This design comes from an exercise in tuning for small area, a short achievable clock period and few clock cycles on the open sky130 flow, not from production work.
Function was checked by simulation only, so behaviour that the tests miss may differ from the original.
Power and IR drop assume default switching activity.

==> design/flow/config.mk <==
export PLATFORM = sky130hd
export DESIGN_NAME = tsc2046_cfp
export DESIGN_NICKNAME = tsc2046_cfp
export VERILOG_FILES = /design/flow/design.v
export SDC_FILE = /design/flow/constraint.sdc
export NUM_CORES = 4
export LEC_CHECK = 0
export CAP_MARGIN = 20
export CORE_MARGIN = 2
export CORE_UTILIZATION = 40
export SLEW_MARGIN = 20
==> design/flow/constraint.sdc <==
create_clock -name core_clock -period 18.0 [get_ports {clk}]
set_input_delay 3.6000 -clock core_clock [delete_from_list [all_inputs] [get_ports {clk}]]
set_output_delay 3.6000 -clock core_clock [all_outputs]
set_load 0.01 [all_outputs]
==> design/flow/design.v <==
module tsc2046_cfp (
    input  wire        clk,
    input  wire        rst,
    input  wire        cmd_valid,
    output wire        cmd_ready,
    input  wire [31:0] cmd,
    input  wire [31:0] din0,
    input  wire [31:0] din1,
    input  wire [31:0] din2,
    input  wire [31:0] din3,
    output reg         done,
    output wire [7:0]  status,
    output wire [31:0] dout0,
    output wire [31:0] dout1,
    output wire [31:0] dout2,
    output wire [31:0] dout3,
    output reg         bus_cs,
    output reg         bus_req,
    output reg  [7:0]  bus_cb,
    output reg         bus_mode,
    input  wire        bus_rsp,
    input  wire        bus_err,
    input  wire [31:0] bus_rdata
);
    localparam [2:0] ST_OK         = 3'd0;
    localparam [2:0] ST_ILLEGAL    = 3'd1;
    localparam [2:0] ST_NOT_CONFIG = 3'd2;
    localparam [2:0] ST_LOCKED     = 3'd3;
    localparam [2:0] ST_CFG_ERR    = 3'd4;
    localparam [2:0] ST_BUS_ERR    = 3'd5;
    localparam [2:0] OP_CONFIG   = 3'd1;
    localparam [2:0] OP_ENCODE   = 3'd2;
    localparam [2:0] OP_DECODE12 = 3'd3;
    localparam [2:0] OP_DECODE8  = 3'd4;
    localparam [2:0] OP_EXCHANGE = 3'd5;
    localparam [2:0] OP_SAMPLE   = 3'd6;
    localparam [2:0] OP_EVALUATE = 3'd7;
    localparam [3:0] S_IDLE  = 4'd0;
    localparam [3:0] S_EXEC  = 4'd1;    
    localparam [3:0] S_XFER  = 4'd2;    
    localparam [3:0] S_GAP   = 4'd3;    
    localparam [3:0] S_MD    = 4'd4;    
    localparam [3:0] S_EMUL1 = 4'd6;    
    localparam [3:0] S_ET2   = 4'd7;    
    localparam [3:0] S_ET4   = 4'd8;    
    localparam [3:0] S_EMUL2 = 4'd9;    
    localparam [3:0] S_EP    = 4'd10;   
    localparam [3:0] S_EFIN  = 4'd11;   
    function [32:0] padd;
        input [31:0] a, b;
        input        ci;
        reg   [31:0] g, p, gg, pp, c;
        integer      i, d;
        begin
            g = a & b;
            p = a ^ b;
            gg = g;
            gg[0] = g[0] | (p[0] & ci);
            pp = p;
            for (d = 1; d < 32; d = d * 2)
                for (i = 31; i >= d; i = i - 1) begin
                    gg[i] = gg[i] | (pp[i] & gg[i-d]);
                    pp[i] = pp[i] & pp[i-d];
                end
            c = {gg[30:0], ci};
            padd = {gg[31], p ^ c};
        end
    endfunction
    reg [3:0] state;
    reg       ready_r;
    assign cmd_ready = ready_r;
    reg [2:0]  st_r;
    reg [31:0] d0r;           
    reg [11:0] d1r;
    reg [19:0] d2r;           
    reg [30:0] d3r;
    assign status = {5'd0, st_r};
    assign dout0  = d0r;
    assign dout1  = {20'd0, d1r};
    assign dout2  = {12'd0, d2r};
    assign dout3  = {1'b0, d3r};
    reg [30:0] cfg_rx;
    reg [30:0] cfg_ceil;
    reg        cfg_settle;
    reg [4:0]  cfg_mask;
    reg        configured;
    reg        f_rxbad, f_cnt0, f_ceilbad;
    reg [2:0]  opr;
    reg        lg;            
    reg        dmy;           
    reg [7:0]  left;          
    wire [2:0] i_op = cmd[2:0];
    wire [2:0] i_ch = cmd[5:3];
    wire [7:0] i_n  = cmd[17:10];
    reg i_cmd_legal;
    always @* begin
        i_cmd_legal = 1'b0;
        if (cmd[31:18] == 14'd0) begin
            case (i_op)
                OP_CONFIG, OP_DECODE12, OP_DECODE8, OP_EVALUATE:
                    i_cmd_legal = (cmd[17:3] == 15'd0);
                OP_ENCODE, OP_EXCHANGE:
                    i_cmd_legal = (cmd[17:10] == 8'd0) && (i_ch <= 3'd4);
                OP_SAMPLE:
                    i_cmd_legal = (i_ch <= 3'd4);
                default:
                    i_cmd_legal = 1'b0;
            endcase
        end
    end
    reg i_din_legal;
    always @* begin
        case (i_op)
            OP_CONFIG:   i_din_legal = (din2[31:15] == 17'd0);
            OP_DECODE12: i_din_legal = (din0[31:8] == 24'd0) && (din1[31:8] == 24'd0);
            OP_DECODE8:  i_din_legal = (din0[31:8] == 24'd0);
            OP_EVALUATE: i_din_legal = (din0[31:12] == 20'd0) && (din1[31:12] == 20'd0) &&
                                       (din2[31:12] == 20'd0) && (din3[31:12] == 20'd0);
            default:     i_din_legal = 1'b1;
        endcase
    end
    wire i_legal = i_cmd_legal & i_din_legal;
    reg [2:0] i_chan;
    always @* begin
        case (i_ch)
            3'd0:    i_chan = 3'b001;    
            3'd1:    i_chan = 3'b101;    
            3'd2:    i_chan = 3'b011;    
            3'd3:    i_chan = 3'b100;    
            default: i_chan = 3'b110;    
        endcase
    end
    wire [7:0] i_cb = {1'b1, i_chan, cmd[6], cmd[7], cmd[9:8]};
    wire i_hi0 = (cmd[31:18] == 14'd0);
    wire i_chok = !i_ch[2] || (i_ch[1:0] == 2'd0);
    wire go_x = i_hi0 && (i_op == OP_EXCHANGE) && i_chok && (i_n == 8'd0);
    wire go_s = i_hi0 && (i_op == OP_SAMPLE) && i_chok && configured && (i_n != 8'd0);
    wire go_e = i_legal && (i_op == OP_EVALUATE) && configured && (din2[11:0] != 12'd0);
    wire [11:0] rsp_sample = bus_mode ? {4'd0, bus_rdata[7:0]} : bus_rdata[14:3];
    wire [32:0] acc_sum    = padd({12'd0, d2r}, {20'd0, rsp_sample}, 1'b0);
    reg  [11:0] dr;
    reg  [11:0] dv;
    reg  [3:0]  dcnt;
    reg         drun;
    reg  [13:0] dv3;
    reg  [11:0] q_r  [0:2];
    reg  [31:0] q_q  [0:2];
    reg  [13:0] q_t;
    reg  [32:0] q_s1, q_s2, q_s3;
    integer     qi;
    wire [3:0]  q_in = d0r[31:28];
    always @* begin
        q_r[0] = dr;
        q_q[0] = d0r;
        for (qi = 0; qi < 2; qi = qi + 1) begin
            q_t  = {q_r[qi], (qi == 0) ? q_in[3:2] : q_in[1:0]};
            q_s1 = padd({18'd0, q_t}, ~{18'd0, 2'd0, dv}, 1'b1);
            q_s2 = padd({18'd0, q_t}, ~{18'd0, 1'd0, dv, 1'b0}, 1'b1);
            q_s3 = padd({18'd0, q_t}, ~{18'd0, dv3}, 1'b1);
            if (q_s3[32]) begin
                q_r[qi+1] = q_s3[11:0];
                q_q[qi+1] = {q_q[qi][29:0], 2'd3};
            end else if (q_s2[32]) begin
                q_r[qi+1] = q_s2[11:0];
                q_q[qi+1] = {q_q[qi][29:0], 2'd2};
            end else if (q_s1[32]) begin
                q_r[qi+1] = q_s1[11:0];
                q_q[qi+1] = {q_q[qi][29:0], 2'd1};
            end else begin
                q_r[qi+1] = q_t[11:0];
                q_q[qi+1] = {q_q[qi][29:0], 2'd0};
            end
        end
    end
    function [15:0] norm12;
        input [11:0] v;
        input        rot;
        reg   [11:0] w;
        reg   [3:0]  s;
        begin
            w = v;
            s = 4'd0;
            if (w[11:4] == 8'd0) begin w = rot ? {w[3:0], w[11:4]} : {w[3:0], 8'd0}; s[3] = 1'b1; end
            if (w[11:8] == 4'd0) begin w = rot ? {w[7:0], w[11:8]} : {w[7:0], 4'd0}; s[2] = 1'b1; end
            if (w[11:10] == 2'd0) begin w = rot ? {w[9:0], w[11:10]} : {w[9:0], 2'd0}; s[1] = 1'b1; end
            if (w[11] == 1'b0) begin w = rot ? {w[10:0], w[11]} : {w[10:0], 1'b0}; s[0] = 1'b1; end
            norm12 = {4'd11 - s, w};
        end
    endfunction
    wire [15:0] nx  = norm12(din0[11:0], 1'b1);
    wire [15:0] nz1 = norm12(d3r[11:0], 1'b0);
    wire [15:0] nz2 = norm12(d3r[23:12], 1'b0);
    wire [32:0] n1x3 = padd({18'd0, 2'd0, nz1[11:0]}, {18'd0, 1'd0, nz1[11:0], 1'b0}, 1'b0);
    wire [32:0] dvx3 = padd({18'd0, 2'd0, dv}, {18'd0, 1'd0, dv, 1'b0}, 1'b0);
    wire        x0  = (din0[11:0] == 12'd0);
    wire [32:0] accn = padd({12'd0, d2r}, ~{12'd0, 13'd0, dv[7:1]}, 1'b1);    
    reg  [23:0] mhi, mb;
    reg  [2:0]  mcnt;
    reg  signed [10:0] eb;    
    reg  signed [5:0]  e3b;   
    reg         z2f;          
    reg         z4f;          
    reg         s4;           
    wire [23:0] rxa = {cfg_rx[30:23] != 8'd0, cfg_rx[22:0]};
    wire [7:0]  rxe = (cfg_rx[30:23] == 8'd0) ? 8'd1 : cfg_rx[30:23];
    reg  [23:0] um;
    reg         ug, us;
    reg  signed [10:0] ue;
    reg  [1:0]  uph;
    reg         m2;           
    reg         dset;         
    wire [23:0] ma = m2 ? um : rxa;
    wire [27:0] pp0 = {4'd0, ma} & {28{mb[0]}};
    wire [27:0] pp1 = {3'd0, ma, 1'b0} & {28{mb[1]}};
    wire [27:0] pp2 = {2'd0, ma, 2'b0} & {28{mb[2]}};
    wire [27:0] pp3 = {1'd0, ma, 3'b0} & {28{mb[3]}};
    wire [27:0] ph  = {4'd0, mhi};
    wire [27:0] cs1s = pp0 ^ pp1 ^ pp2;
    wire [27:0] cs1c = {((pp0 & pp1) | (pp0 & pp2) | (pp1 & pp2)), 1'b0};
    wire [27:0] cs2s = pp3 ^ ph ^ cs1s;
    wire [27:0] cs2c = {((pp3 & ph) | (pp3 & cs1s) | (ph & cs1s)), 1'b0};
    wire [27:0] cs3s = cs1c ^ cs2s ^ cs2c;
    wire [27:0] cs3c = {((cs1c & cs2s) | (cs1c & cs2c) | (cs2s & cs2c)), 1'b0};
    wire [32:0] mstep = padd({4'd0, cs3s}, {4'd0, cs3c}, 1'b0);
    wire signed [10:0] ew1 = $signed({7'd0, eb[3:0]}) + $signed({3'd0, rxe}) - 11'sd11;   
    wire signed [10:0] ew2 = eb + ue - 11'sd126;                                             
    wire signed [10:0] ew  = (state == S_EMUL2) ? ew2 : ew1;
    reg  signed [10:0] ewr;
    reg         ewr_ge1, ewr_ge2;
    wire        wl   = !mhi[23] && ewr_ge2;
    wire [23:0] wm   = wl ? {mhi[22:0], mb[23]} : mhi;
    wire        wg   = wl ? mb[22] : mb[23];
    wire        ws   = wl ? (mb[21:0] != 22'd0) : (mb[22:0] != 23'd0);
    wire signed [10:0] ewr_p1 = ewr + 11'sd1;
    wire signed [10:0] ewr_m1 = ewr - 11'sd1;
    wire signed [10:0] we  = wl ? ewr_m1 : ewr;
    wire signed [10:0] we1 = wl ? ewr : ewr_p1;       
    wire        we_ge1 = wl ? ewr_ge2 : ewr_ge1;
    wire        ql   = d0r[27];
    wire [23:0] qm   = ql ? d0r[27:4] : d0r[26:3];
    wire        qg   = ql ? d0r[3] : d0r[2];
    wire        qs   = (ql ? (d0r[2:0] != 3'd0) : (d0r[1:0] != 2'd0)) | (dr != 12'd0);
    wire signed [10:0] qe0 = 11'sd127 + $signed({{5{e3b[5]}}, e3b});
    wire signed [10:0] qe0_m1 = 11'sd126 + $signed({{5{e3b[5]}}, e3b});
    wire signed [10:0] qe0_p1 = 11'sd128 + $signed({{5{e3b[5]}}, e3b});
    wire signed [10:0] qe  = ql ? qe0 : qe0_m1;
    wire signed [10:0] qe1 = ql ? qe0_p1 : qe0;       
    wire        a_jsh = (state == S_ET4) && (uph == 2'd2) && (ue != 11'sd126);
    wire [23:0] dm   = {a_jsh, um[23:1]};
    wire        dg   = um[0];
    wire        ds   = us | ug;
    wire        t3ge1 = (ue >= 11'sd127);
    wire [3:0]  s3    = ue[3:0] - 4'd15;
    wire [23:0] one3  = 24'h800000 >> s3;
    wire        in_ep  = (state == S_EP);
    wire        a_win  = (state == S_ET2 || in_ep) && (uph == 2'd0);
    wire        a_den0 = (state == S_ET2 || in_ep) && (uph == 2'd1);
    wire        a_den  = a_den0 || a_jsh;
    wire        u_nrm  = um[23] || ((state == S_ET2) ? z2f : z4f);
    wire        a_dbl  = ((state == S_ET2 && uph == 2'd2) || (state == S_ET4 && uph == 2'd1)) && !u_nrm;
    wire        a_quo  = (state == S_ET2) && (uph == 2'd2) && u_nrm;
    wire        a_t4   = (state == S_ET4) && (uph == 2'd0);
    reg  [23:0] ax, ay;
    reg         ag, as_;
    always @* begin
        ay = 24'd0;
        if (a_win) begin
            ax = wm; ag = wg; as_ = ws;
        end else if (a_den) begin
            ax = dm; ag = dg; as_ = ds;
        end else if (a_quo) begin
            ax = qm; ag = qg; as_ = qs;
        end else if (a_t4) begin
            ax = t3ge1 ? um : ~um; ay = t3ge1 ? ~one3 : 24'd0; ag = 1'b1; as_ = 1'b1;
        end else if (a_dbl) begin
            ax = um; ay = um; ag = 1'b0; as_ = 1'b0;
        end else begin
            ax = um; ag = ug; as_ = us;
        end
    end
    wire        a_raw = (a_win && !we_ge1) || (a_den0 && ue != 11'sd0) || a_jsh || a_dbl;
    wire        acin = a_t4 ? 1'b1 : (!a_raw & ag & (as_ | ax[0]));
    wire [32:0] asum = padd({8'd0, ax}, {8'd0, ay}, acin);
    wire [32:0] rsum = asum, dsum = asum, rsum_u = asum, t4sum = asum;
    wire [8:0]  pexp  = um[23] ? ue[8:0] : 9'd0;
    wire        pinf  = (ue > 11'sd254);
    wire [30:0] pbits = pinf ? {8'hFF, 23'd0} : {pexp[7:0], um[22:0]};
    wire [32:0] pcmp  = padd({1'b0, cfg_ceil}, ~{1'b0, pbits}, 1'b1);    
    wire        p_gt  = ~pcmp[32];
    wire        p_nz  = (um != 24'd0);
    always @(posedge clk) begin
        done    <= 1'b0;
        bus_req <= 1'b0;
        if (rst) begin
            state      <= S_IDLE;
            ready_r    <= 1'b1;
            st_r       <= ST_OK;
            d0r        <= 32'd0;
            d1r        <= 12'd0;
            d2r        <= 20'd0;
            d3r        <= 31'd0;
            bus_cs     <= 1'b0;
            cfg_settle <= 1'b1;
            cfg_mask   <= 5'b01111;
            configured <= 1'b0;
            drun       <= 1'b0;
        end else begin
            if (drun) begin
                dr   <= q_r[2];
                d0r  <= q_q[2];
                dcnt <= dcnt + 4'd1;
                if (dcnt == 4'd6) drun <= 1'b0;
            end
            case (state)
                S_IDLE: begin
                    opr      <= i_op;
                    lg       <= i_legal;
                    bus_cb   <= i_cb;
                    bus_mode <= cmd[6];
                    dmy      <= (i_op == OP_SAMPLE) & cfg_settle & cfg_mask[i_ch];
                    left     <= i_n;
                    dv       <= {4'd0, i_n};
                    st_r     <= ST_OK;
                    d0r      <= 32'd0;
                    d1r      <= din0[11:0];
                    d2r      <= {8'd0, din1[11:0]};
                    d3r      <= {7'd0, din3[11:0], din2[11:0]};
                    if (!configured && i_op == OP_CONFIG) begin
                        cfg_rx     <= din0[30:0];
                        cfg_ceil   <= din1[30:0];
                        cfg_settle <= din2[8];
                        cfg_mask   <= din2[13:9];
                        f_rxbad    <= (din0[30:23] == 8'hFF) | din0[31] | (din0[30:0] == 31'd0);
                        f_cnt0     <= (din2[7:0] == 8'd0);
                        f_ceilbad  <= (din1[30:23] == 8'hFF) | (din1[31] & (din1[30:0] != 31'd0));
                    end
                    mb   <= {nx[11:0], nx[11:0]};
                    mhi  <= x0 ? 24'd0 : rxa;
                    eb   <= {7'd0, nx[15:12]};
                    z2f  <= x0;
                    m2   <= 1'b0;
                    mcnt <= 3'd0;
                    if (i_op == OP_SAMPLE) begin
                        d1r <= 12'd0;
                        d2r <= {13'd0, i_n[7:1]};
                    end
                    if (cmd_valid) begin
                        ready_r <= 1'b0;
                        if (go_x | go_s) begin
                            state   <= S_XFER;
                            bus_cs  <= 1'b1;
                            bus_req <= 1'b1;
                        end else if (go_e) begin
                            state <= S_EMUL1;
                            dset  <= 1'b1;
                        end
                        else
                            state <= S_EXEC;
                    end
                end
                S_EXEC: begin
                    state   <= S_IDLE;
                    ready_r <= 1'b1;
                    done    <= 1'b1;
                    d1r     <= 12'd0;
                    d2r     <= 20'd0;
                    d3r     <= 31'd0;
                    if (!lg) begin
                        st_r <= ST_ILLEGAL;
                    end else begin
                        case (opr)
                            OP_CONFIG: begin
                                if (configured)
                                    st_r <= ST_LOCKED;
                                else if (f_rxbad) begin
                                    st_r <= ST_CFG_ERR;
                                    d0r  <= 32'd1;
                                end else if (f_cnt0) begin
                                    st_r <= ST_CFG_ERR;
                                    d0r  <= 32'd2;
                                end else if (f_ceilbad) begin
                                    st_r <= ST_CFG_ERR;
                                    d0r  <= 32'd3;
                                end else
                                    configured <= 1'b1;
                            end
                            OP_ENCODE:
                                d0r <= {24'd0, bus_cb};
                            OP_DECODE12:
                                d0r <= {20'd0, d1r[6:0], d2r[7:3]};
                            OP_DECODE8:
                                d0r <= {24'd0, d1r[7:0]};
                            OP_SAMPLE: begin
                                if (!configured)
                                    st_r <= ST_NOT_CONFIG;
                                else begin
                                    st_r <= ST_CFG_ERR;    
                                    d0r  <= 32'd2;
                                end
                            end
                            OP_EVALUATE: begin
                                if (!configured)
                                    st_r <= ST_NOT_CONFIG;
                            end
                            default: ;
                        endcase
                    end
                end
                S_XFER: begin
                    dv3 <= dvx3[13:0];
                    if (bus_rsp) begin
                        bus_cs <= 1'b0;
                        d1r    <= d1r + 12'd1;
                        if (bus_err) begin
                            state   <= S_IDLE;
                            ready_r <= 1'b1;
                            done    <= 1'b1;
                            st_r    <= ST_BUS_ERR;
                            d0r     <= bus_rdata;
                            d1r     <= 12'd0;
                            d2r     <= 20'd0;
                            d3r     <= 31'd0;
                        end else if (opr == OP_EXCHANGE) begin
                            state   <= S_IDLE;
                            ready_r <= 1'b1;
                            done    <= 1'b1;
                            d0r     <= {20'd0, rsp_sample};
                            d1r     <= {4'd0, bus_cb};
                            d2r     <= 20'd0;
                            d3r     <= 31'd0;
                        end else begin
                            dmy <= 1'b0;
                            if (!dmy) begin
                                d2r  <= acc_sum[19:0];
                                left <= left - 8'd1;
                            end
                            dr  <= {4'd0, acc_sum[19:12]};
                            d0r <= {acc_sum[11:0], 20'd0};
                            if (!dmy && left == 8'd1) begin
                                state <= S_MD;
                                dcnt  <= 4'd0;
                            end else
                                state <= S_GAP;
                        end
                    end
                end
                S_GAP: begin
                    state   <= S_XFER;
                    bus_cs  <= 1'b1;
                    bus_req <= 1'b1;
                end
                S_MD: begin
                    dr   <= q_r[2];
                    d0r  <= q_q[2];
                    dcnt <= dcnt + 4'd1;
                    d3r  <= 31'd0;
                    if (dcnt == 4'd2) begin
                        d2r     <= accn[19:0];
                        state   <= S_IDLE;
                        ready_r <= 1'b1;
                        done    <= 1'b1;
                    end
                end
                S_EMUL1: begin
                    if (dset) begin
                        dset  <= 1'b0;
                        dr    <= {1'b0, nz2[11:1]};
                        d0r   <= {nz2[0], 31'd0};
                        dv    <= nz1[11:0];
                        dv3   <= n1x3[13:0];
                        dcnt  <= 4'd0;
                        drun  <= 1'b1;
                        e3b   <= $signed({2'd0, nz2[15:12]}) - $signed({2'd0, nz1[15:12]});
                    end
                    ewr     <= ew;
                    ewr_ge1 <= (ew >= 11'sd1);
                    ewr_ge2 <= (ew >= 11'sd2);
                    mhi  <= mstep[27:4];
                    mb   <= {mstep[3:0], mb[23:4]};
                    mcnt <= mcnt + 3'd1;
                    if (mcnt == 3'd5) begin
                        state <= S_ET2;
                        uph   <= 2'd0;
                    end
                end
                S_ET2: begin
                    case (uph)
                        2'd0: begin
                            if (we_ge1) begin
                                uph <= 2'd2;
                                ug  <= 1'b0;
                                us  <= 1'b0;
                                if (rsum[24]) begin
                                    um <= 24'h800000;
                                    ue <= we1;
                                end else begin
                                    um <= rsum[23:0];
                                    ue <= we;
                                end
                            end else begin
                                uph <= 2'd1;
                                um  <= asum[23:0];
                                ug  <= wg;
                                us  <= ws;
                                ue  <= we;
                            end
                        end
                        2'd1: begin
                            ue <= ue + 11'sd1;
                            if (ue == 11'sd0) begin
                                uph <= 2'd2;
                                um  <= dsum[23:0];
                                ug  <= 1'b0;
                                us  <= 1'b0;
                            end else begin
                                um <= asum[23:0];
                                ug <= dg;
                                us <= ds;
                            end
                        end
                        default: begin
                            if (!u_nrm) begin
                                um  <= asum[23:0];
                                ue  <= ue - 11'sd1;
                                z2f <= (um == 24'd0);
                            end else if (!drun) begin
                                mb    <= um;
                                eb    <= ue;
                                z4f   <= 1'b0;
                                uph   <= 2'd0;
                                state <= S_ET4;
                                if (d0r[27:26] == 2'd0) begin
                                    um  <= 24'h800000;
                                    ue  <= 11'sd127;
                                    s4  <= 1'b1;
                                    uph <= 2'd1;
                                end else if (rsum[24]) begin
                                    um <= 24'h800000;
                                    ue <= qe1;
                                end else begin
                                    um <= rsum[23:0];
                                    ue <= qe;
                                end
                            end
                        end
                    endcase
                end
                S_ET4: begin
                    case (uph)
                        2'd0: begin
                            s4 <= !t3ge1;
                            um <= t4sum[23:0];
                            if (t3ge1 || ue == 11'sd126) begin
                                uph <= 2'd1;
                            end else begin
                                uph <= 2'd2;
                                ug  <= 1'b0;
                                us  <= 1'b0;
                            end
                        end
                        2'd1: begin
                            if (u_nrm) begin
                                m2    <= 1'b1;
                                mhi   <= 24'd0;
                                mcnt  <= 3'd0;
                                state <= S_EMUL2;
                            end else begin
                                um  <= asum[23:0];
                                ue  <= ue - 11'sd1;
                                z4f <= (um == 24'd0);
                            end
                        end
                        default: begin
                            if (ue != 11'sd126) begin
                                um <= asum[23:0];
                                ug <= um[0];
                                us <= us | ug;
                                ue <= ue + 11'sd1;
                            end else begin
                                uph <= 2'd1;
                                ug  <= 1'b0;
                                us  <= 1'b0;
                                if (rsum_u[24]) begin
                                    um <= 24'h800000;
                                    ue <= 11'sd127;
                                end else
                                    um <= rsum_u[23:0];
                            end
                        end
                    endcase
                end
                S_EMUL2: begin
                    ewr     <= ew;
                    ewr_ge1 <= (ew >= 11'sd1);
                    ewr_ge2 <= (ew >= 11'sd2);
                    mhi  <= mstep[27:4];
                    mb   <= {mstep[3:0], mb[23:4]};
                    mcnt <= mcnt + 3'd1;
                    if (mcnt == 3'd5) begin
                        state <= S_EP;
                        uph   <= 2'd0;
                    end
                end
                S_EP: begin
                    case (uph)
                        2'd0: begin
                            ug <= 1'b0;
                            us <= 1'b0;
                            if (we_ge1) begin
                                state <= S_EFIN;
                                if (rsum[24]) begin
                                    um <= 24'h800000;
                                    ue <= we1;
                                end else begin
                                    um <= rsum[23:0];
                                    ue <= we;
                                end
                            end else begin
                                uph <= 2'd1;
                                um  <= asum[23:0];
                                ug  <= wg;
                                us  <= ws;
                                ue  <= we;
                            end
                        end
                        default: begin
                            ue <= ue + 11'sd1;
                            if (ue == 11'sd0) begin
                                state <= S_EFIN;
                                um    <= dsum[23:0];
                                ug    <= 1'b0;
                                us    <= 1'b0;
                            end else begin
                                um <= asum[23:0];
                                ug <= dg;
                                us <= ds;
                            end
                        end
                    endcase
                end
                S_EFIN: begin
                    state   <= S_IDLE;
                    ready_r <= 1'b1;
                    done    <= 1'b1;
                    if (z2f | z4f) begin
                        d0r <= 32'd1;
                        d3r <= 31'd0;
                    end else if ((s4 && p_nz) || p_gt) begin
                        d0r <= 32'd0;
                        d1r <= 12'd0;
                        d2r <= 20'd0;
                        d3r <= 31'd0;
                    end else begin
                        d0r <= 32'd1;
                        d3r <= pbits;
                    end
                end
                default: begin
                    state   <= S_IDLE;
                    ready_r <= 1'b1;
                end
            endcase
        end
    end
endmodule
==> design/flow/flow/run.sh <==
#!/bin/bash
set -euo pipefail
bash standard.sh SETUP_SLACK_MARGIN=12.0 \
    "BUFFER_PORTS_ARGS=-buffer_cell sky130_fd_sc_hd__buf_2" \
    "CTS_BUF_LIST=sky130_fd_sc_hd__clkbuf_8" CTS_CLUSTER_SIZE=20 \
    finish > make_finish.log 2>&1
==> design/flow/standard.sh <==
#!/bin/bash
# synth_recipe.tcl (not shown) runs the flow's synth.tcl, then flattens the netlist and writes it again
# the make line also repeats each setting of config.mk as NAME=value (left out here)
make -C /OpenROAD-flow-scripts/flow DESIGN_CONFIG=/design/flow/config.mk WORK_HOME=/design/flow/orfs CLKGATE_MAP_FILE= SYNTH_SCRIPT=/design/flow/synth_recipe.tcl "${@:-finish}"
==> results_dict.tcl, run 1 <==
set metrics [dict create \
    antenna_left 0 \
    p_total_uw 7400 \
    hold_class "register to register" \
    yosysWarnings 3 \
    cts.sinks 365 \
    die_h_um 301 \
    grt_max_degree 63 \
    row_count 108 \
    internal_power_uw 3700 \
    seq_power_share_pct 18.4 \
    rsz0062_at_grt "no" \
    fp.dieW_um 301 \
    synth_edf_count 251 \
    drv_slew 0 \
    clock_path_buffers 3 \
    antenna_found_initial 10 \
    insertion_delay_ns 0.71 \
    avgSynthCellArea_um2 8.36 \
    stdcell_count 5748 \
    worstSetupPathType "input pin to register" \
    worst_pin_slew_ns 1.12 \
    period_share_pct 32.8 \
    grt_pass1_vias 32544 \
    most-common-layout-cells "nand2_1 (415), nor2_1 (347), inv_1 (321)" \
    final_area_um2 40800 \
    critPathRequiredTime_ns 18.43 \
    first_iter_violations 4614 \
    cp_cell_sequence "buf_2, mux2_4, ha_4, inv_2, fa_2, nor2b_1, o21ai_1, a21boi_1, o21ai_1, a21oi_2, o221ai_2, nor2b_2, buf_4, nand2_1, xor2_1, o221ai_1, a21o_1" \
    synth.area.top_cells "edfxtp_1 (21%), ha_1 (9.4%), dfxtp_1 (6.5%)" \
    cp_common_cell "o21ai_1" \
    switching_share_pct 50.0 \
    start_util_pct 40.5 \
    placeableCoreArea_um2 87000 \
    top_level_ports 346 \
    crit_path_end_kind "register" \
    synth.distinct_cells 99 \
    dp.cells 5514 \
    die-area_um2 90500 \
    gr-total-overflow 0 \
    setup_tns_ns 0 \
    critical_path_buf_inv_count 3 \
    port_buffers 306 \
    h-tree-depth 3 \
    timing.fmax_mhz 170 \
    cp.arrival_ns 6.32 \
    gp_congestion 0.986 \
    finalSetupViolations 0 \
    syn_area_um2 35200 \
    dr.pass1.iters 8 \
    timing.hold.ws_ns 0.476 \
    slowest_stage "fa_2" \
    clkPwrFrac_pct 12.2 \
    clk_pin_slew_ns 0.06 \
    grt_pass1_wl_um 214000 \
    finalNetCount 5077 \
    finClkSkew_ns 0.0662 \
    tritoncts "built" \
    dr_total_vias 35229 \
    yosysSeqAreaShare_pct 27.9 \
    final_common_cell "nand2_1" \
    synth_top_flop_cell "edfxtp_1" \
    syn_inst 4218 \
    clockRootBuffer "clkbuf_8" \
    viasPerCell 6.13 \
    min_period_ns 5.90 \
    p_sw_uw 3700 \
    synth_top_area_share_pct 21.4 \
    final_hold_viol_count 0 \
    async_flop_share_pct 0 \
    layout-drive-gt1-share_pct 17.5 \
    cts_buffers 74 \
    drc 0 \
    p_comb_share_pct 69.4 \
    synth-seq-cells 365 \
    totalWireLength_um 149000 \
    syn_to_final_growth_pct 15.7 \
    max_stage_delay_ns 0.39 \
    leakage_uw 0.0173 \
    cp_max_fo 3 \
    drv_cap 0 \
    wl_per_cell_um 25.9 \
    grt_use_total_pct 31.5 \
    hpwlAfterDp_um 112000 \
    p_per_area_nw_per_um2 181 \
    postPlaceCellArea_um2 37800 \
    cpLargestDelayFamily "compound AO/OA/AOI/OAI gates" \
    relSlewSlack_pct 25.0 \
    synth_largest_area_cell "edfxtp_1" \
    ir_drop_v 0.000140 \
    status "finished clean" \
    startpoint_type "input pin" \
]
[stage by stage]
stage / worst slack, ns / utilization [%]
floorplan: 11.57 / -
global placement: 10.40 / 43.4
detailed placement: 10.14 / 43.4
CTS: 11.98 / 45.7
global route: 11.97 / 46.8
finish: 12.10 / 46.8
[flip-flops by register name, indices dropped and copies added, names as in the netlist, 5 cells and up]
name and flops:
left 8, dv 12, e3b 5, eb 11
d3r 31, d0r 32, ewr 11, cfg_mask 5
cfg_ceil 31, d2r 20, cfg_rx 31, um 24
dr 12, ue 11, mhi 24, d1r 12
dv3 14, mb 24, bus_cb 7
[synthesized netlist by cell type (19+ instances only)]
master and instances:
nor3_1 87, nand4_1 35, nand2b_1 50, ha_1 264, dfxtp_1 114, and3_1 30, and2_1 24, o22ai_1 32
o21a_1 39, clkbuf_1 181, a221oi_1 26, a21oi_1 311, nor2_1 366, a31oi_1 51, a22oi_1 28, xnor2_1 142
nor4_1 61, a222oi_1 42, nand2_1 420, o21bai_1 22, fa_1 81, xor2_1 65, a221o_1 31, inv_1 304
nor2b_1 113, buf_1 29, or4_1 19, o211ai_1 27, a211oi_1 84, or3_1 27, mux2i_1 108, edfxtp_1 251
nand3_1 68, a21o_1 72, buf_4 47, mux2_2 45, o21ai_0 219
[logic make-up after synthesis]
kind of cell | synth area share [%]
AO/OA/AOI/OAI | 23.3
other | 0.0213
buffers and inverters | 6.89
multiplexers | 4.68
AND/OR/NAND/NOR | 18.0
adder cells (fa/ha/maj) | 14.0
flip-flops | 27.9
XOR/XNOR | 5.14
[metal layers]
| layer | vias up | GRT usage [%] | share of wire, % |
|---|---|---|---|
| met2 | 2060 | 46.6 | 42 |
| met4 | 14 | 12.3 | 4.0 |
| met3 | 332 | 9.03 | 12 |
| met1 | 16816 | 43.0 | 41 |
| li1 | 16007 | - | - |
| met5 | - | 0 | 0.059 |
[tightest hold or removal path: stages (launching register included)]
cell and delay (ns):
dfxtp_1 0.32, mux2i_1 0.07, nand2_1 0.06
[power by group through the flow]
stage	sequential [µW]	combinational, µW	clock, µW
after floorplan	1250	3660	0
after global placement	1380	4740	0
after detailed placement	1380	4770	0
after CTS	1360	4900	911
after global routing	1370	5620	942
final	1360	5130	901
[cell type report]
class / instances / area (µm²)
Inverter: 308 / 1180
Fill cell: 8574 / 46300
Antenna cell: 4 / 10.0
Multi-Input combinational cell: 3307 / 23800
Clock buffer: 88 / 1210
Clock inverter: 42 / 272
Sequential cell: 365 / 9840
Tap cell: 1155 / 1450
Timing Repair Buffer: 479 / 2960
[final timing paths]
| check | from | end | slack (ns) | cells past startpoint |
|---|---|---|---|---|
| worst min-delay path | cfg_mask[3]$_SDFFE_PP1P_ | cfg_mask[3]$_SDFFE_PP1P_ | 0.48 | 2 |
| worst max register to register | ue[1]$_DFFE_PP_ | um[21]$_DFFE_PP_ | 12.17 | 25 |
| worst max-delay path | bus_rdata[3] | dr[2]$_DFFE_PN_ | 12.10 | 17 |
| worst min register to register | cfg_mask[3]$_SDFFE_PP1P_ | cfg_mask[3]$_SDFFE_PP1P_ | 0.48 | 2 |
[timing repair]
| item | CTS | global route |
|---|---|---|
| gates resized for setup | 54 | 116 |
| setup endpoints to repair | 89 | 128 |
| setup buffers | 32 | 61 |
| gates cloned | 3 | 4 |
| hold buffers | 0 | 0 |
| pin swaps | 6 | 18 |
Testbench counts, summed over its fixed seeds: cycles 12,588.
==> inputs of run 2 (changes only) <==
==> design/flow/flow/run.sh (replaced) <==
#!/bin/bash
set -euo pipefail
bash standard.sh SETUP_SLACK_MARGIN=12.0 CORE_UTILIZATION=55 PLACE_DENSITY=0.70 \
    "BUFFER_PORTS_ARGS=-buffer_cell sky130_fd_sc_hd__buf_2" \
    finish > make_finish.log 2>&1
==> run 2 against run 1 <==
Register-to-register slack worse by 0.02 ns. Largest cell class unchanged. Combinational power up 2%. Design area fell by 0.29%. Utilization rose by 17 points. Flip-flop and latch count unchanged. Power grew 2.4%. Synthesized cell count did not move. Clock skew shrank 0.046 ns. Routed wire length fell by 4.7%. Still clean. Die area fell by 27%. Worst hold slack better by 0.0046 ns. Critical path type unchanged.
==> results_dict.tcl, run 2 <==
set metrics [dict create \
    crit_path_end_kind "register" \
    r2r_cells 22 \
    synth_top_area_share_pct 21.4 \
    cts_buffers 45 \
    critPathRequiredTime_ns 18.54 \
    synth_edf_count 251 \
    stdcell_count 5410 \
    yosysWarnings 3 \
    final_hold_viol_count 0 \
    fp.dieW_um 257 \
    relSlewSlack_pct 23.7 \
    async_flop_share_pct 0 \
    status "finished clean" \
    grt_pass1_wl_um 206000 \
    cp_max_fo 41 \
    final.setup.worst_slack_ns 12.03 \
    setup_tns_ns 0 \
    gr-total-overflow 0 \
    rr_endpoint "dr[1]$_DFFE_PN_" \
    cts.sinks 365 \
    clock_path_buffers 3 \
    hold_path_depth 2 \
    timing.fmax_mhz 168 \
    gp_congestion 1.01 \
    antenna_left 0 \
    antenna_found_initial 5 \
    synth.area.top_cells "edfxtp_1 (21%), ha_1 (9.4%), dfxtp_1 (6.5%)" \
    fillers 5540 \
    layout-drive-gt1-share_pct 17.7 \
    synth.distinct_cells 99 \
    first_iter_violations 5089 \
    tritoncts "built" \
    cp.arrival_ns 6.51 \
    dp.cells 5202 \
    r2r_slack_ns 12.15 \
    p_per_area_nw_per_um2 186 \
    grt_use_total_pct 40.9 \
    regMostFlops "d0r" \
    synth_top_cells_by_count "nand2_1 (420), nor2_1 (366), a21oi_1 (311)" \
    hold_end "cfg_mask[3]$_SDFFE_PP1P_" \
    dr.pass1.iters 9 \
    syn_inst 4218 \
    drv_slew 0 \
    synth_top_flop_cell "edfxtp_1" \
    start_util_pct 55.8 \
    grt_pass1_vias 32509 \
    top_level_ports 346 \
    r2r_start "dr[0]$_DFFE_PN_" \
    fin_util_pct 64.3 \
    finalNetCount 5067 \
    yosysSeqAreaShare_pct 27.9 \
    worst_pin_slew_ns 1.14 \
    yosysMostFrequentCell "nand2_1" \
    synth_largest_area_cell "edfxtp_1" \
    finalSetupViolations 0 \
    wl_per_cell_um 26.2 \
    hold_class "register to register" \
    min_period_ns 5.97 \
    drc 0 \
    leakage_uw 0.0173 \
    worstSetupPathType "input pin to register" \
    syn_to_final_growth_pct 15.3 \
    p_total_uw 7570 \
    dr_total_vias 35813 \
    worstHoldStart "cfg_mask[3]$_SDFFE_PP1P_" \
    clk_pin_slew_ns 0.06 \
    die_h_um 257 \
    avgSynthCellArea_um2 8.36 \
    ctsHoldBuffers 0 \
    die-area_um2 66100 \
    period_share_pct 33.1 \
    insertion_delay_ns 0.61 \
    row_count 92 \
    rsz0062_at_grt "yes" \
    pre_cts_ws_ns 10.12 \
    most-common-layout-cells "nand2_1 (415), nor2_1 (346), buf_2 (306)" \
    viasPerCell 6.62 \
    h-tree-depth 2 \
    clockRootBuffer "clkbuf_16" \
    ir_drop_v 0.000157 \
    final_common_cell "nand2_1" \
    placeableCoreArea_um2 63200 \
    grt_max_degree 71 \
    synth-seq-cells 365 \
    finClkSkew_ns 0.0198 \
    port_buffers 306 \
    totalWireLength_um 142000 \
    syn_area_um2 35200 \
    startpoint_type "input pin" \
    drv_cap 0 \
    crit_start "bus_err" \
    hpwlAfterDp_um 105000 \
    largest_reg_flops 32 \
]
[run 2: kinds of logic after synthesis]
family	share of synthesized area, %
fa+ha+maj	14.0
mux	4.68
simple gates	18.0
flops	27.9
buf+inv	6.89
compound gates	23.3
xor+xnor	5.14
other cells	0.0213
[run 2: how the worst max path moves through the flow]
stage,end,cells past startpoint
floorplan,cfg_ceil[0]$_DFFE_PP_,3
global placement,ue[5]$_DFFE_PP_,18
detailed placement,ue[5]$_DFFE_PP_,18
CTS,dr[4]$_DFFE_PN_,16
global route,um[21]$_DFFE_PP_,26
finish,d3r[20]$_SDFFE_PP0P_,9
[run 2: report_power, final]
part	switching, µW	internal, µW
Clock	407	554
Combinational	3100	2150
Sequential	259	1100
Total	3770	3800
[run 2: worst max-delay path, cell delays in order]
cell      delay [ns]
buf_4           0.36
nand2b_1        0.42
a21oi_1         0.13
nor2_1          0.32
nand2_1         0.15
nor4_4          0.57
and2_2          0.62
a222oi_1        0.19
inv_1           0.09
[run 2: what timing repair did]
action	4_1_cts	5_1_grt
setup endpoints to repair	101	81
cloned	4	6
gates resized for setup	63	118
setup buffers	35	77
pin swaps	6	29
[run 2: per-layer routing]
layer / global-route usage, % / up-vias / share of wire (%) / routed length [µm]
met5: 0 / - / 0.013 / 19
met4: 20.6 / 4 / 5.9 / 8310
met3: 9.41 / 433 / 14 / 19100
met2: 59.0 / 2489 / 41 / 58400
met1: 57.2 / 16916 / 39 / 55700
li1: - / 15971 / - / -
[run 2: final cells by class]
type	count	area, µm²	share of cell area [%]
diodes	2	5.00	0.0123
clock buffers	62	1300	3.21
clock inverters	22	225	0.554
inverters	308	1190	2.93
multi-input cells	3307	23900	58.8
flip-flops and latches	365	9830	24.2
well taps	846	1060	2.60
repair buffers	498	3120	7.66
[run 2: through the flow]
| step | hold WS [ns] | cell area (µm²) |
|---|---|---|
| floorplan | 0.439 | 35500 |
| global placement | 0.454 | 37400 |
| detailed placement | 0.465 | 37400 |
| CTS | 0.482 | 39400 |
| global route | 0.495 | 40600 |
| finish | 0.480 | 40700 |
==> inputs of run 3 (changes only) <==
==> design/flow/flow/run.sh (replaced) <==
#!/bin/bash
set -euo pipefail
bash standard.sh SETUP_SLACK_MARGIN=12.0 TNS_END_PERCENT=30 \
    "BUFFER_PORTS_ARGS=-buffer_cell sky130_fd_sc_hd__buf_2" \
    finish > make_finish.log 2>&1
==> run 3 against run 2 <==
Register-to-register slack worse by 0.05 ns. Synthesized area stayed put. Clock skew is 0.040 ns higher. Flip-flop and latch count stayed put. Clock power is 3.5% higher. Power is 0.46% lower. Sequential power hardly changed. Die area is 37% higher. Fmax is 2.0% lower. Worst setup slack worse by 0.12 ns. Highest routed layer is now met4.
==> results_dict.tcl, run 3 <==
set metrics [dict create \
    synth.area.top_cells "edfxtp_1 (21%), ha_1 (9.4%), dfxtp_1 (6.5%)" \
    cp_max_fo 4 \
    drv_cap 0 \
    worstHoldStart "cfg_mask[0]$_SDFFE_PP1P_" \
    rsz0062_at_grt "yes" \
    critPathRequiredTime_ns 18.51 \
    grt_max_degree 59 \
    gr-total-overflow 0 \
    finalNetCount 5055 \
    syn_inst 4218 \
    relSlewSlack_pct 19.2 \
    rr_endpoint "dr[8]$_DFFE_PN_" \
    tritoncts "built" \
    hold_class "register to register" \
    most-common-layout-cells "nand2_1 (414), nor2_1 (354), buf_2 (305)" \
    clk_pin_slew_ns 0.06 \
    viasPerCell 6.21 \
    final_common_cell "nand2_1" \
    yosysMostFrequentCell "nand2_1" \
    yosysWarnings 3 \
    synth_top_flop_cell "edfxtp_1" \
    grt_pass1_wl_um 215000 \
    totalWireLength_um 150000 \
    layout-drive-gt1-share_pct 17.3 \
    cts.sinks 365 \
    async_flop_share_pct 0 \
    final.setup.worst_slack_ns 11.91 \
    syn_area_um2 35200 \
    drv_slew 0 \
    wl_per_cell_um 26.3 \
    antenna_left 0 \
    cp.arrival_ns 6.60 \
    r2r_cells 22 \
    finClkSkew_ns 0.0593 \
    regMostFlops "d0r" \
    hold_end "cfg_mask[0]$_SDFFE_PP1P_" \
    synth-seq-cells 365 \
    synth.distinct_cells 99 \
    avgSynthCellArea_um2 8.36 \
    top_level_ports 346 \
    pre_cts_ws_ns 9.99 \
    h-tree-depth 2 \
    finalSetupViolations 0 \
    dr.pass1.iters 8 \
    die-area_um2 90500 \
    min_period_ns 6.09 \
    synth_largest_area_cell "edfxtp_1" \
    port_buffers 306 \
    ir_drop_v 0.000159 \
    cts_buffers 48 \
    syn_to_final_growth_pct 16.0 \
    die_h_um 301 \
    synth_edf_count 251 \
    final_hold_viol_count 0 \
    start_util_pct 40.5 \
    yosysSeqAreaShare_pct 27.9 \
    leakage_uw 0.0172 \
    antenna_found_initial 5 \
    worst_pin_slew_ns 1.20 \
    worstSetupPathType "input pin to register" \
    synth_top_area_share_pct 21.4 \
    insertion_delay_ns 0.64 \
    grt_use_total_pct 31.6 \
    crit_path_end_kind "register" \
    largest_reg_flops 32 \
    startpoint_type "input pin" \
    hpwlAfterDp_um 113000 \
    dr_total_vias 35441 \
    gp_congestion 1.00 \
    status "finished clean" \
    grt_pass1_vias 32281 \
    placeableCoreArea_um2 87000 \
    drc 0 \
    hold_path_depth 2 \
    r2r_start "dr[2]$_DFFE_PN_" \
    first_iter_violations 4584 \
    r2r_slack_ns 12.10 \
    fp.dieW_um 301 \
    row_count 108 \
    clockRootBuffer "clkbuf_16" \
    timing.fmax_mhz 164 \
    period_share_pct 33.8 \
    crit_start "din1[21]" \
    synth_top_cells_by_count "nand2_1 (420), nor2_1 (366), a21oi_1 (311)" \
    setup_tns_ns 0 \
    clock_path_buffers 3 \
    p_per_area_nw_per_um2 184 \
]
[run 3: cell counts after synthesis]
Identical to the previous run, type by type.
[run 3: kinds of logic after synthesis]
| group | Yosys count | synth area share [%] |
|---|---|---|
| mux | 156 | 4.68 |
| simple gates | 1346 | 18.0 |
| other cells | 2 | 0.0213 |
| fa+ha+maj | 347 | 14.0 |
| buf+inv | 586 | 6.89 |
| compound gates | 1209 | 23.3 |
| xor+xnor | 207 | 5.14 |
| flops | 365 | 27.9 |
[run 3: worst max path at each step]
stage | slack, ns | depth (start not counted) | endpoint
after floorplan | 11.57 | 3 | cfg_ceil[0]$_DFFE_PP_
after global placement | 10.17 | 20 | um[21]$_DFFE_PP_
after detailed placement | 9.99 | 20 | um[21]$_DFFE_PP_
after CTS | 11.82 | 20 | mhi[23]$_DFFE_PP_
after global routing | 11.77 | 16 | dr[4]$_DFFE_PN_
final | 11.91 | 12 | state[1]$_SDFFE_PP0P_
[run 3: layout make-up]
type,count,area (µm²)
Clock buffer,64,1340
Inverter,308,1170
Tap cell,1155,1450
Antenna cell,2,5.00
Fill cell,8649,46100
Multi-Input combinational cell,3309,23900
Clock inverter,26,265
Timing Repair Buffer,481,2940
Sequential cell,365,9840
[run 3: repair_timing]
| action | CTS | global route |
|---|---|---|
| pin swaps | 16 | 25 |
| gates resized for setup | 71 | 112 |
| setup endpoints to repair | 172 | 193 |
| setup buffers | 31 | 76 |
| hold buffers | 0 | 0 |
| hold endpoints to repair | 0 | 0 |
| cloned | 4 | 4 |
[run 3: metal layers]
metal / part of all wire (%) / track usage, %
met3: 12 / 7.44
met1: 42 / 44.8
met2: 42 / 46.5
met5: 0 / 0
met4: 4.2 / 12.0
[run 3: where the power goes]
part           internal, µW  switching, µW  total [µW]  leakage, µW
logic                  2110           3060        5170       0.0132
registers              1100            271        1370      0.00325
clock network           584            412         996     0.000791
total                  3800           3740        7540       0.0172
[run 3: worst max-delay path: stages]
cell and delay, ns:
buf_2 0.16, nor4_1 0.41, and3_1 0.58, nand2_1 0.10, nor4_1 0.32, o21ai_0 0.13, a221oi_1 0.41, o2111a_1 0.33
o21ai_1 0.09, nand2_1 0.07, a31oi_1 0.08, o41ai_1 0.29
[run 3: per-stage QoR]
| stage | area (µm²) | std cells | hold slack [ns] | power (µW) | util, % |
|---|---|---|---|---|---|
| 5_1_grt | 40900 | 5708 | 0.503 | 8080 | 47.0 |
| 3_5_place_dp | 37700 | 5503 | 0.460 | 6150 | 43.3 |
| 2_1_floorplan | 35400 | 4255 | 0.439 | 4900 | - |
| 3_3_place_gp | 37700 | 5503 | 0.455 | 6110 | 43.3 |
| 4_1_cts | 39800 | 5628 | 0.474 | 7240 | 45.7 |
| 6_report | 40900 | 5710 | 0.476 | 7540 | 47.0 |
==> inputs of run 4 (changes only) <==
==> design/flow/flow/run.sh (replaced) <==
#!/bin/bash
set -euo pipefail
bash standard.sh SETUP_SLACK_MARGIN=12.0 \
    "BUFFER_PORTS_ARGS=-buffer_cell sky130_fd_sc_hd__buf_2" \
    "CTS_BUF_LIST=sky130_fd_sc_hd__clkbuf_4" \
    finish > make_finish.log 2>&1
==> run 4 against run 3 <==
Register-to-register slack gained 0.06 ns. Sequential share of layout area grew 0.21 points. Via count rose by 0.19%. Flip-flop and latch count unchanged. Global-route usage is 0.14 points lower. Worst hold slack hardly changed. Non-clock buffer count down 6. Critical endpoint is now dr[4]$_DFFE_PN_. Largest cell class unchanged.
==> results_dict.tcl, run 4 <==
set metrics [dict create \
    status "finished clean" \
    crit_cells 16 \
    yosysSeqAreaShare_pct 27.9 \
    clock_path_buffers 3 \
    final_common_cell "nand2_1" \
    viasPerCell 6.12 \
    postPlaceCellArea_um2 37800 \
    drv_slew 0 \
    wl_per_cell_um 25.6 \
    leakage_uw 0.0172 \
    syn_area_um2 35200 \
    cp_common_cell "o21ai_1" \
    largest_reg_flops 32 \
    setup_tns_ns 0 \
    finalSetupViolations 0 \
    ctsHoldBuffers 0 \
    layout-drive-gt1-share_pct 18.6 \
    top_level_ports 346 \
    synth_top_cells_by_count "nand2_1 (420), nor2_1 (366), a21oi_1 (311)" \
    finalNetCount 5103 \
    final_hold_viol_count 0 \
    avgSynthCellArea_um2 8.36 \
    clockRootBuffer "clkbuf_4" \
    grt_pass1_wl_um 214000 \
    synth_top_area_share_pct 21.4 \
    dr_total_vias 35510 \
    regMostFlops "d0r" \
    crit_path_end_kind "register" \
    min_period_ns 5.89 \
    grt_pass1_vias 32797 \
    synth-seq-cells 365 \
    cp_max_fo 5 \
    timing.fmax_mhz 170 \
    rsz0062_at_grt "yes" \
    cp_cell_sequence "buf_2, mux2_4, ha_4, inv_2, fa_2, nor2b_1, o21ai_1, a21boi_1, o21ai_1, a21oi_1, o221ai_1, nor2b_2, nand4_1, xor2_2, o22a_1, o211ai_1" \
    row_count 108 \
    gr-total-overflow 0 \
    period_share_pct 32.7 \
    grt_use_total_pct 31.5 \
    worstSetupPathType "input pin to register" \
    insertion_delay_ns 0.98 \
    hold_class "register to register" \
    synth_edf_count 251 \
    max_stage_delay_ns 0.39 \
    fp.dieW_um 301 \
    slowest_stage "fa_2" \
    die_h_um 301 \
    most-common-layout-cells "nand2_1 (416), nor2_1 (348), a21oi_1 (307), buf_2 (307), inv_1 (293)" \
    startpoint_type "input pin" \
    hpwlAfterDp_um 112000 \
    synth.area.top_cells "edfxtp_1 (21%), ha_1 (9.4%), dfxtp_1 (6.5%)" \
    port_buffers 306 \
    critical_path_buf_inv_count 2 \
    hold_path_depth 2 \
    h-tree-depth 3 \
    r2r_cells 24 \
    relSlewSlack_pct 25.8 \
    cpLargestDelayFamily "compound AO/OA/AOI/OAI gates" \
    ir_drop_v 0.000133 \
    fillers 8640 \
    critPathRequiredTime_ns 18.68 \
    cts.sinks 365 \
    cts_buffers 105 \
    clk_pin_slew_ns 0.07 \
    cp.arrival_ns 6.56 \
    syn_to_final_growth_pct 14.9 \
    worst_pin_slew_ns 1.10 \
    placeableCoreArea_um2 87000 \
    yosysMostFrequentCell "nand2_1" \
    antenna_left 0 \
    synth.distinct_cells 99 \
    start_util_pct 40.5 \
    totalWireLength_um 148000 \
    syn_inst 4218 \
    gp_congestion 0.986 \
    yosysWarnings 3 \
    final_area_um2 40500 \
    grt_max_degree 63 \
    dr.pass1.iters 9 \
    synth_top_flop_cell "edfxtp_1" \
    drv_cap 0 \
    first_iter_violations 4470 \
    finClkSkew_ns 0.0831 \
    drc 0 \
    tritoncts "built" \
    async_flop_share_pct 0 \
    synth_largest_area_cell "edfxtp_1" \
    antenna_found_initial 9 \
    die-area_um2 90500 \
    p_per_area_nw_per_um2 182 \
]
==> run 4: path summary, 6_finish.rpt <==
path                                  from                       end  slack, ns
setup / recovery              bus_rdata[0]           dr[4]$_DFFE_PN_      12.11
setup reg to reg     state[1]$_SDFFE_PP0P_          um[21]$_DFFE_PP_      12.16
hold / removal    cfg_mask[3]$_SDFFE_PP1P_  cfg_mask[3]$_SDFFE_PP1P_       0.48
hold reg to reg   cfg_mask[3]$_SDFFE_PP1P_  cfg_mask[3]$_SDFFE_PP1P_       0.48
==> run 4: cell type report <==
cell class,instances,area (µm²),share of cell area (%)
antenna,1,2.50,0.00618
timing repair buffer,475,2890,7.14
inverter,308,1180,2.92
multi-input combinational,3306,23700,58.6
tap,1155,1450,3.57
clock inverter,32,214,0.528
clock buffer,161,1210,2.98
sequential,365,9840,24.3
==> run 4: report_power, final <==
group	switching (µW)	internal (µW)	leakage, µW	total (µW)
sequential	258	1100	0.00325	1360
clock	413	449	0.000851	862
combinational	3040	2100	0.0131	5130
total	3710	3650	0.0172	7350
==> run 4: tightest hold or removal path, cell delays in order (launching register included) <==
cell and delay (ns):
dfxtp_1 0.33, mux2i_1 0.07, nand2_1 0.06
==> run 4: per-stage QoR <==
stage	power, µW	utilization (%)	worst slack, ns	hold slack, ns	std cells
2_1_floorplan	4910	-	11.57	0.439	4255
3_3_place_gp	6120	43.4	10.40	0.453	5514
3_5_place_dp	6150	43.4	10.14	0.459	5514
4_1_cts	7120	45.6	12.00	0.475	5743
5_1_grt	7900	46.6	11.94	0.507	5803
6_report	7350	46.6	12.11	0.476	5803
==> run 4: kinds of logic (layout without fill, tap and decap cells) <==
logic type      after synthesis  after routing  share of synthesized area (%)
other cells                   2             40                         0.0213
mux                         156            156                           4.68
xor+xnor                    207            207                           5.14
simple gates               1346           1347                           18.0
compound gates             1209           1210                           23.3
flops                       365            365                           27.9
buf+inv                     586            976                           6.89
fa+ha+maj                   347            347                           14.0
==> run 4: what timing repair did <==
action                     CTS  global route
gates resized for setup     54            93
hold endpoints to repair     0             0
gates cloned                 3             3
pin swaps                    7            17
buffers inserted            33            56
setup endpoints to repair   86           104
==> run 4: metal layers <==
| metal | up-vias | part of all wire (%) | global-route usage, % | routed length, µm |
|---|---|---|---|---|
| li1 | 16102 | - | - | - |
| met1 | 16881 | 42 | 43.5 | 62200 |
| met2 | 2145 | 42 | 46.1 | 61900 |
| met3 | 370 | 12 | 8.66 | 17600 |
| met4 | 12 | 4.4 | 12.9 | 6560 |
| met5 | - | 0.064 | 0 | 95 |
==> inputs of run 5 (changes only) <==
==> design/flow/flow/run.sh (replaced) <==
#!/bin/bash
set -euo pipefail
bash standard.sh SETUP_SLACK_MARGIN=12.0 \
    "BUFFER_PORTS_ARGS=-buffer_cell sky130_fd_sc_hd__buf_1" \
    "CTS_BUF_LIST=sky130_fd_sc_hd__clkbuf_8" \
    finish > make_finish.log 2>&1
==> run 5 against run 4 <==
Combinational power decreased by 0.8%. Via count rose by 0.14%. Power is essentially flat. Cell count is 0.79% lower. Synthesized area unchanged. Fmax is 1.8% lower. Flip-flop and latch count stayed put. Utilization fell by 0.083 points. Register-to-register slack better by 0.08 ns. Highest routed layer unchanged. Routed wire length rose by 0.41%.
==> results_dict.tcl, run 5 <==
set metrics [dict create \
    grt_use_total_pct 31.6 \
    syn_area_um2 35200 \
    syn_inst 4218 \
    gp_congestion 0.984 \
    totalWireLength_um 149000 \
    leakage_uw 0.0163 \
    status "finished clean" \
    largest_reg_flops 32 \
    ir_drop_v 0.000156 \
    top_level_ports 346 \
    cp_max_fo 41 \
    gr-total-overflow 0 \
    max_stage_delay_ns 0.68 \
    finalNetCount 5079 \
    grt_pass1_vias 32562 \
    port_buffers 306 \
    yosysSeqAreaShare_pct 27.9 \
    regMostFlops "d0r" \
    layout-drive-gt1-share_pct 11.1 \
    startpoint_type "input pin" \
    synth_edf_count 251 \
    async_flop_share_pct 0 \
    hold_path_depth 2 \
    die_h_um 301 \
    fp.dieW_um 301 \
    r2r_cells 22 \
    fillers 8729 \
    drc 0 \
    clock_path_buffers 3 \
    crit_cells 9 \
    dr_total_vias 35561 \
    synth_largest_area_cell "edfxtp_1" \
    die-area_um2 90500 \
    first_iter_violations 4490 \
    hpwlAfterDp_um 112000 \
    crit_path_end_kind "register" \
    tritoncts "built" \
    antenna_left 0 \
    synth_top_cells_by_count "nand2_1 (420), nor2_1 (366), a21oi_1 (311)" \
    insertion_delay_ns 0.71 \
    h-tree-depth 3 \
    period_share_pct 33.3 \
    cpLargestDelayFamily "compound AO/OA/AOI/OAI gates" \
    worstSetupPathType "input pin to register" \
    final_area_um2 40400 \
    synth_top_flop_cell "edfxtp_1" \
    finalSetupViolations 0 \
    syn_to_final_growth_pct 14.7 \
    synth.distinct_cells 99 \
    placeableCoreArea_um2 87000 \
    dr.pass1.iters 9 \
    timing.fmax_mhz 167 \
    synth-seq-cells 365 \
    setup_tns_ns 0 \
    yosysMostFrequentCell "nand2_1" \
    most-common-layout-cells "nand2_1 (414), nor2_1 (352), inv_1 (314)" \
    antenna_found_initial 11 \
    yosysWarnings 3 \
    ctsHoldBuffers 0 \
    avgSynthCellArea_um2 8.36 \
    p_per_area_nw_per_um2 182 \
    critical_path_buf_inv_count 3 \
    slowest_stage "a211oi_1" \
    grt_max_degree 59 \
    final_common_cell "nand2_1" \
    wl_per_cell_um 25.9 \
    clk_pin_slew_ns 0.05 \
    fin_util_pct 46.5 \
    critPathRequiredTime_ns 18.53 \
    viasPerCell 6.18 \
    cts.sinks 365 \
    min_period_ns 5.99 \
    worst_pin_slew_ns 1.04 \
    cp_cell_sequence "clkbuf_2, buf_4, or2_2, nor2_1, buf_4, a211oi_1, nand2_1, a221oi_1, a211oi_1" \
    clockRootBuffer "clkbuf_8" \
    drv_slew 0 \
    synth_top_area_share_pct 21.4 \
    postPlaceCellArea_um2 37400 \
    cp.arrival_ns 6.53 \
    row_count 108 \
    final_hold_viol_count 0 \
    finClkSkew_ns 0.0497 \
    relSlewSlack_pct 30.6 \
    hold_class "register to register" \
    start_util_pct 40.5 \
    grt_pass1_wl_um 215000 \
    cts_buffers 73 \
    synth.area.top_cells "edfxtp_1 (21%), ha_1 (9.4%), dfxtp_1 (6.5%)" \
    drv_cap 0 \
    rsz0062_at_grt "yes" \
]
run 5: cell counts after synthesis:
Identical to the previous run, type by type.
run 5: worst paths after layout:
path                                                from                       end  slack, ns
worst max register to register         mhi[23]$_DFFE_PP_           ue[3]$_DFFE_PP_      12.24
worst min-delay path            cfg_mask[3]$_SDFFE_PP1P_  cfg_mask[3]$_SDFFE_PP1P_       0.47
worst min register to register  cfg_mask[3]$_SDFFE_PP1P_  cfg_mask[3]$_SDFFE_PP1P_       0.47
worst max-delay path                             bus_err      d2r[16]$_SDFFE_PP0P_      12.01
run 5: routing by layer:
layer	track usage, %	wire [µm]
met5	0	21
met4	13.6	6810
met3	8.04	17300
met2	46.0	62200
met1	44.1	62600
run 5: metrics by stage:
step                cells  hold WS, ns  power (µW)  setup slack, ns
floorplan            4255        0.439        4910            11.57
finish               5757        0.474        7360            12.01
global placement     5516        0.455        6090            10.58
CTS                  5681        0.474        7120            11.99
global route         5753        0.492        7890            11.93
detailed placement   5516        0.460        6130            10.38
run 5: worst register-to-register path, cell delays in order (launching register included):
cell,delay (ns)
edfxtp_1,0.43
inv_1,0.15
nand2_1,0.70
a211oi_1,0.31
a221oi_1,0.58
nor2_1,0.10
o31a_1,0.29
fa_2,0.40
inv_1,0.09
fa_2,0.25
a211oi_2,0.09
o21ai_1,0.18
nand4_1,0.24
a31oi_4,0.34
o21a_4,0.19
buf_4,0.16
a21oi_1,0.06
o21ai_2,0.20
buf_4,0.14
xor2_1,0.15
a221oi_1,0.10
a211oi_1,0.25
a31oi_1,0.07
run 5: timing repair:
item                                    CTS  global route
setup buffers                            29            65
endpoints found under the setup margin  143           173
gates resized for setup                  53           124
pin swaps                                 6            25
gates cloned                              2             5
run 5: power breakdown:
part	leakage [µW]	total, µW	internal (µW)	switching [µW]
logic	0.0122	5090	2060	3030
clock network	0.000827	902	478	424
registers	0.00325	1360	1100	262
total	0.0163	7360	3640	3720
run 5: logic make-up after synthesis:
group                      count (synthesis)  synth area share [%]
AOI/OAI and AO/OA                       1209                  23.3
DFF                                      365                  27.9
adders and majority gates                347                  14.0
xor gates and xnor gates                 207                  5.14
and+or+nand+nor                         1346                  18.0
other                                      2                0.0213
muxes                                    156                  4.68
buffers and inverters                    586                  6.89
run 5: layout make-up:
cell class / count / area (µm²) / share of cell area [%]
Timing Repair Buffer: 483 / 2660 / 6.58
Clock buffer: 79 / 1090 / 2.69
Clock inverter: 55 / 368 / 0.910
Multi-Input combinational cell: 3306 / 23800 / 59.0
Inverter: 308 / 1190 / 2.93
Tap cell: 1155 / 1450 / 3.57
Sequential cell: 365 / 9830 / 24.3
Antenna cell: 6 / 15.0 / 0.0371

-- afterwards: timing with drivers on the ports --
The flow's constraints put no driver on any port. The routed layouts listed below were extracted and timed again, unchanged, in two steps.
Step 1 (the two cells are an assumption about what drives the block):
set clk [get_ports {clk}]
set_driving_cell -lib_cell sky130_fd_sc_hd__clkbuf_16 $clk
set_driving_cell -lib_cell sky130_fd_sc_hd__buf_2 [delete_from_list [all_inputs] $clk]
Step 2 also shifts input and output timing later by t, the mid clock arrival at the registers, as if the neighbouring blocks saw the same clock.
a / b / c = ideal ports / drivers / drivers and shift; a / b = the first two.
run | shift t [ns] | slack for setup (ns) | worst hold slack (ns) | worst setup path after step 2 | worst data-port slew with drivers (ns)
run 1 | 0.735 | 12.102 / 12.134 / 11.399 | 0.476 / 0.476 / 0.476 | input to register | 0.14
run 2 | 0.675 | 12.035 / 12.078 / 11.404 | 0.480 / 0.480 / 0.480 | input to register | 0.07
run 3 | 0.672 | 11.914 / 11.957 / 11.285 | 0.476 / 0.476 / 0.476 | input to register | 0.18
run 4 | 1.007 | 12.112 / 12.156 / 11.149 | 0.476 / 0.476 / 0.476 | input to register | 0.14
run 5 | 0.750 | 12.007 / 12.042 / 11.292 | 0.474 / 0.474 / 0.474 | input to register | 0.14
After both steps setup and hold are still met in every run listed. The setup slack of run 4, which loses most, moves by +0.044 ns with the drivers and by -0.963 ns with both steps.
